This is an optimization exercise on Yosys and OpenROAD, whose aim is small area, not a production implementation.
RTL that was checked went through simulation tests only; none was proved equivalent to the original.

==> yarrow <==
==> flow/design.v (excerpt) <==
module mcc (
    input  wire        clk,
    input  wire        rst_n,           
    input  wire [3:0]  cfg_slot,        
    input  wire        cmd_valid,
    output wire        cmd_ready,
    input  wire [7:0]  cmd,
    input  wire [7:0]  op_dir,
    input  wire [7:0]  op_mid,
    input  wire [7:0]  op_mt,
    input  wire [7:0]  op_midx,
    input  wire [8:0]  op_len,
    input  wire        op_delay_en,
    input  wire [15:0] op_delay,
    input  wire        op_bufsel,
    input  wire        op_level,
    input  wire [23:0] op_idexp,
    input  wire [8:0]  op_probelen,
    output reg         done,
    output reg  [7:0]  status,
    output wire [7:0]  res,
    output wire [1:0]  phase,
    output wire        ident_valid,
    output reg  [23:0] ident_id,
    output wire [2:0]  setup,
    output reg  [1:0]  reset_out,
    input  wire        txb_we,
    input  wire [5:0]  txb_addr,
    input  wire [7:0]  txb_wdata,
    input  wire        rb_sel,
    input  wire [5:0]  rb_addr,
    output wire [7:0]  rb_data,
    output wire        lnk_tx_valid,
    output wire [7:0]  lnk_tx_data,
    input  wire        lnk_rx_valid,
    input  wire [7:0]  lnk_rx_data,
    input  wire        lnk_err,
    output wire        rst_drive,
    output wire        rst_level,
    input  wire        rst_fail,
    output wire        rdy_sample,
    input  wire        rdy_in,
    input  wire        rdy_fail
);
export LEC_CHECK = 0
export CAP_MARGIN = 20
export CORE_MARGIN = 2
export CORE_UTILIZATION = 55
export PLACE_DENSITY = 0.7
export SLEW_MARGIN = 20
export SYNTH_HIERARCHICAL = 1
export SYNTH_MINIMUM_KEEP_SIZE = 0
create_clock -name core_clock -period 10.0 [get_ports {clk}]
standard.sh (not shown) runs the stock make flow with config.mk's settings and CLKGATE_MAP_FILE= SYNTH_SCRIPT=/design/flow/synth_recipe.tcl, a recipe that flattens the netlist after the stock synthesis.
==> flow/flow/run.sh <==
#!/bin/bash
# Layout flow: the standard ORFS flow (standard.sh, unchanged synthesis),
# with two tool options changed:
#  - port buffers use the smallest buffer cell instead of the default choice;
#  - clock tree: larger sink clusters and no dummy loads.
# Every port still gets its buffer, and the clock tree is built by CTS as usual.
set -euo pipefail
export BUFFER_PORTS_ARGS="-buffer_cell sky130_fd_sc_hd__buf_1"
export CTS_ARGS="-sink_clustering_enable -repair_clock_nets -sink_clustering_size 25 -sink_clustering_max_diameter 80 -dont_use_dummy_load"
bash standard.sh > standard_flow.log 2>&1
==> inputs of ember, as changes to yarrow <==
--- a/flow/design.v
+++ b/flow/design.v
@@ -67,52 +67,64 @@
     reg [5:0]  idx;
     reg [5:0]  lm1;           
     reg [5:0]  blen;          
     reg [7:0]  acc;           
     reg [15:0] dcnt;
     reg        den;
     reg        rlvl;
-    reg        f_ck, f_se;
+    reg        f_ck, f_sd, f_ec;
     reg        dir2;
     reg [7:0]  b_mid, b_mt, b_midx;
     wire slot_bad = (slot == 4'd0) || (slot > 4'd8);
     assign setup       = {slot_bad, 1'b0, slot_bad};
     assign ident_valid = bound;
     wire len_ok   = (op_len >= 9'd7) && (op_len <= FRAME_CAP);
     wire plen_ok  = (op_probelen >= 9'd7) && (op_probelen <= FRAME_CAP);
     wire bplen_ok = (op_probelen >= 9'd10) && (op_probelen <= FRAME_CAP);
     wire dir_any  = (op_dir == 8'd1) || (op_dir == 8'd2);
     wire dir_to   = (op_dir == 8'd1);
     wire mt_ok    = (op_mt >= 8'd1) && (op_mt <= 8'd4);
     wire unid     = !bound;
-    wire c_chkval = (cmd == C_CHK) || (cmd == C_VAL);
-    wire c_wrh    = (cmd == C_WRH);
-    wire c_free   = (cmd == C_ECHO) || (cmd == C_RRDY);
-    wire c_esc    = (cmd == C_ESC);
-    wire c_xfr    = (cmd == C_XCHG) || (cmd == C_WR) || (cmd == C_XCHGE);
-    wire c_unid   = (cmd == C_SRST) || (cmd == C_RESET);
-    wire c_build  = (cmd == C_BUILD);
-    wire c_degr   = (cmd == C_DEGRADE);
-    wire c_aband  = (cmd == C_ABANDON);
-    wire known    = c_chkval || c_wrh || c_free || c_esc || c_xfr || c_unid || c_build || c_degr || c_aband;
-    wire rf_phase = ((c_esc || c_unid || c_build) && bound) || ((c_xfr || c_degr) && !bound);
-    wire rf_len   = ((c_chkval || c_wrh || c_xfr || c_build) && !len_ok) ||
-                    (c_esc && !plen_ok) || (c_build && !bplen_ok);
-    wire rf_dir   = (c_wrh && !dir_any) || ((c_xfr || c_build) && !dir_to);
-    wire rf_mt    = (c_wrh || c_xfr || c_build) && !mt_ok;
-    wire r_setup = slot_bad;
-    wire r_unk   = !r_setup && !known;
-    wire r_ab    = !r_setup && known && c_aband;
-    wire r_ph    = !r_setup && known && rf_phase;
-    wire r_len   = !r_setup && known && !rf_phase && rf_len;
-    wire r_dir   = !r_setup && known && !rf_phase && !rf_len && rf_dir;
-    wire r_mt    = !r_setup && known && !rf_phase && !rf_len && !rf_dir && rf_mt;
-    wire refused = r_setup || r_unk || r_ab || r_ph || r_len || r_dir || r_mt;
-    wire [7:0] refuse = {2'b00, refused, 1'b0, r_ab, r_setup || r_len || r_dir || r_mt,
-                         r_dir || r_mt, r_ab || r_ph || r_len || r_mt};
+    reg [7:0] refuse;
+    always @(*) begin
+        refuse = R_OK;
+        if (slot_bad)
+            refuse = R_SETUPFAILED;
+        else begin
+            case (cmd)
+                C_CHK, C_VAL: if (!len_ok) refuse = R_BADLEN;
+                C_WRH: begin
+                    if (!len_ok)       refuse = R_BADLEN;
+                    else if (!dir_any) refuse = R_BADDIR;
+                    else if (!mt_ok)   refuse = R_BADMT;
+                end
+                C_ECHO, C_RRDY: refuse = R_OK;
+                C_ESC: begin
+                    if (!unid)         refuse = R_WRONGPHASE;
+                    else if (!plen_ok) refuse = R_BADLEN;
+                end
+                C_XCHG, C_WR, C_XCHGE: begin
+                    if (!bound)        refuse = R_WRONGPHASE;
+                    else if (!len_ok)  refuse = R_BADLEN;
+                    else if (!dir_to)  refuse = R_BADDIR;
+                    else if (!mt_ok)   refuse = R_BADMT;
+                end
+                C_SRST, C_RESET: if (!unid) refuse = R_WRONGPHASE;
+                C_BUILD: begin
+                    if (!unid)                     refuse = R_WRONGPHASE;
+                    else if (!bplen_ok || !len_ok) refuse = R_BADLEN;
+                    else if (!dir_to)              refuse = R_BADDIR;
+                    else if (!mt_ok)               refuse = R_BADMT;
+                end
+                C_DEGRADE: if (!bound) refuse = R_WRONGPHASE;
+                C_ABANDON: refuse = R_NOTHING;
+                default:   refuse = R_UNKNOWN;
+            endcase
+        end
+    end
     wire       idle = (st == S_IDLE);
     wire [5:0] ra   = idle ? rb_addr : idx;
     wire       rs   = idle ? rb_sel : sel;
     wire [7:0]   plo = 8'd1 << ra[2:0];
     wire [15:0]  phi = 16'd1 << {rs, ra[5:3]};
     wire [127:0] rsel;
     wire [7:0]   rd;
@@ -238,20 +250,21 @@
             done <= 1'b0;
             case (st)
                 S_IDLE: begin
                     if (cmd_valid) begin
                         idx  <= 6'd0;
                         acc  <= 8'd0;
                         f_ck <= 1'b0;
-                        f_se <= 1'b0;
+                        f_sd <= 1'b0;
+                        f_ec <= 1'b0;
                         bcfg <= 1'b0;
                         sel  <= op_bufsel && (cmd == C_CHK || cmd == C_VAL || cmd == C_ECHO);
                         lm1  <= len_m1;
                         rlvl <= op_level && (cmd != C_RESET);
-                        if (refused) begin
+                        if (refuse != R_OK) begin
                             done   <= 1'b1;
                             status <= refuse;
                         end else begin
                             case (cmd)
                                 C_CHK:   begin cls <= K_CHK;   st <= S_SCAN; end
                                 C_VAL:   begin cls <= K_VAL;   st <= S_SCAN; end
                                 C_ECHO:  begin cls <= K_ECHO;  st <= S_SCAN; end
@@ -280,50 +293,52 @@
                         st  <= S_SCAN;
                     end
                 end
                 S_SCAN: begin
                     if (!is_last) begin
                         acc <= acc + rd;
                         idx <= idx + 6'd1;
-                        if (at1 && !probe && mism)
-                            f_ck <= 1'b1;
-                        if (((at2 && !probe) || (at345 && (cls == K_ECHO || cls == K_XCHGE)) ||
-                             (at678 && probe)) && mism)
-                            f_se <= 1'b1;
+                        if (probe) begin
+                            if (at678 && mism) f_ec <= 1'b1;
+                        end else begin
+                            if (at1 && mism)   f_ck <= 1'b1;
+                            if (at2 && mism)   f_sd <= 1'b1;
+                            if (at345 && mism) f_ec <= 1'b1;
+                        end
                     end else begin
                         done   <= 1'b1;
                         status <= R_OK;
                         st     <= S_IDLE;
                         case (cls)
                             K_CHK: ;
-                            K_VAL:  acc <= {7'd0, !(f_ck || mism || f_se)};
-                            K_ECHO: acc <= {7'd0, !f_se};
+                            K_VAL:  acc <= {7'd0, !(f_ck || mism || f_sd)};
+                            K_ECHO: acc <= {7'd0, !(f_sd || f_ec)};
                             K_WRH:  ;
                             default: begin
                                 if (!sel) begin
                                     done <= 1'b0;
                                     st   <= S_GATE;
                                 end else if (probe) begin
                                     if (mism)
                                         status <= R_CKSUM;
-                                    else if (f_se)
+                                    else if (f_ec)
                                         status <= R_IDMISMATCH;
                                     else begin
                                         done <= 1'b0;
                                         bcfg <= 1'b1;
                                         sel  <= 1'b0;
                                         lm1  <= len_m1;
                                         idx  <= 6'd0;
                                         acc  <= 8'd0;
                                         st   <= S_HDR;
                                     end
                                 end else begin
                                     if (f_ck || mism)
                                         status <= R_CKSUM;
-                                    else if (f_se)
+                                    else if (f_sd || (cls == K_XCHGE && f_ec))
                                         status <= R_SERDE;
                                     else if (cls == K_BUILD)
                                         bound <= 1'b1;
                                 end
                             end
                         endcase
                     end
@@ -355,15 +370,16 @@
                             st     <= S_IDLE;
                             done   <= 1'b1;
                             status <= R_CHANNEL;
                         end else if (is_last) begin
                             idx  <= 6'd0;
                             acc  <= 8'd0;
                             f_ck <= 1'b0;
-                            f_se <= 1'b0;
+                            f_sd <= 1'b0;
+                            f_ec <= 1'b0;
                             if (cls == K_ESC || cls == K_WR) begin
                                 st     <= S_IDLE;
                                 done   <= 1'b1;
                                 status <= R_OK;
                             end else begin
                                 sel <= 1'b1;
                                 st  <= S_SCAN;
@@ -406,37 +422,32 @@
     end
 endmodule
 module mcc_rdbit (
     input  wire [127:0] d,
     input  wire [127:0] s,
     output wire         y
 );
-    wire [41:0] g;
+    wire [42:0] g;
     genvar k;
     generate
         for (k = 0; k < 42; k = k + 1) begin : g_grp
             mcc_aoi222 u (.a(d[3*k]), .sa(s[3*k]), .b(d[3*k+1]), .sb(s[3*k+1]),
                           .c(d[3*k+2]), .sc(s[3*k+2]), .y(g[k]));
         end
     endgenerate
-    wire [1:0] h;
-    mcc_nand2 u_l0 (.a(d[126]), .b(s[126]), .y(h[0]));
-    mcc_nand2 u_l1 (.a(d[127]), .b(s[127]), .y(h[1]));
-    assign y = ~&{g, h};
+    mcc_aoi22 u_last (.a(d[126]), .sa(s[126]), .b(d[127]), .sb(s[127]), .y(g[42]));
+    assign y = ~&g;
 endmodule
 module mcc_aoi222 (input wire a, input wire sa, input wire b, input wire sb,
                    input wire c, input wire sc, output wire y);
     assign y = ~((a & sa) | (b & sb) | (c & sc));
 endmodule
 module mcc_aoi22 (input wire a, input wire sa, input wire b, input wire sb, output wire y);
     assign y = ~((a & sa) | (b & sb));
 endmodule
-module mcc_nand2 (input wire a, input wire b, output wire y);
-    assign y = ~(a & b);
-endmodule
 module mcc_nor2 (input wire a, input wire b, output wire y);
     assign y = ~(a | b);
 endmodule
 module mcc_aoi_or #(parameter N = 3) (
     input  wire [N-1:0] d,
     input  wire [N-1:0] s,
     output wire         y
==> flow/flow/run.sh (replaced) <==
#!/bin/bash
# Layout flow: the standard ORFS flow (standard.sh, unchanged synthesis),
# with two tool options changed:
#  - port buffers use the smallest buffer cell instead of the default choice;
#  - clock tree: larger sink clusters and no dummy loads.
# Every port still gets its buffer, and the clock tree is built by CTS as usual.
set -euo pipefail
export BUFFER_PORTS_ARGS="-buffer_cell sky130_fd_sc_hd__buf_1"
export CTS_ARGS="-sink_clustering_enable -repair_clock_nets -sink_clustering_size 20 -sink_clustering_max_diameter 60 -dont_use_dummy_load -buf_list sky130_fd_sc_hd__clkbuf_8 -root_buf sky130_fd_sc_hd__clkbuf_16"
bash standard.sh > standard_flow.log 2>&1
==> notes.md <==
Against ember, the critical path depth of yarrow is higher by 4.
In ember the global-route usage is lower than in yarrow, by 0.96 points.
Via count: yarrow is larger than ember (about 1%).
In yarrow the synthesized cell count is higher than in ember, by about 0.7%.
The RTL of yarrow was laid out without a check of its function.

==> re-timing with driven ports <==
No port has a modelled driver above. Below, the same layouts with a new extraction and two added sets of constraints. Step 1 sets driving cells, clkbuf_16 on the clock port and buf_2 on the other inputs (assumed; they add their load-dependent delay and slew). Step 2 also shifts input and output timing later by t, the mid clock arrival at the registers, as if the neighbouring blocks saw the same clock. Slacks: no drivers / after step 1 / after step 2; pairs: no drivers / after step 1.
run	t, ns	setup WS [ns]	latest minus earliest clock arrival (ns)	slew at the worst register clock pin (ns)	cell pins on the clock port's net
yarrow	0.698	1.234 / 1.165 / 1.447	0.060 / 0.060	0.10 / 0.10	1
ember	0.657	1.050 / 0.982 / 1.109	0.096 / 0.097	0.12 / 0.12	1
After both steps setup and hold are still met in every run listed.
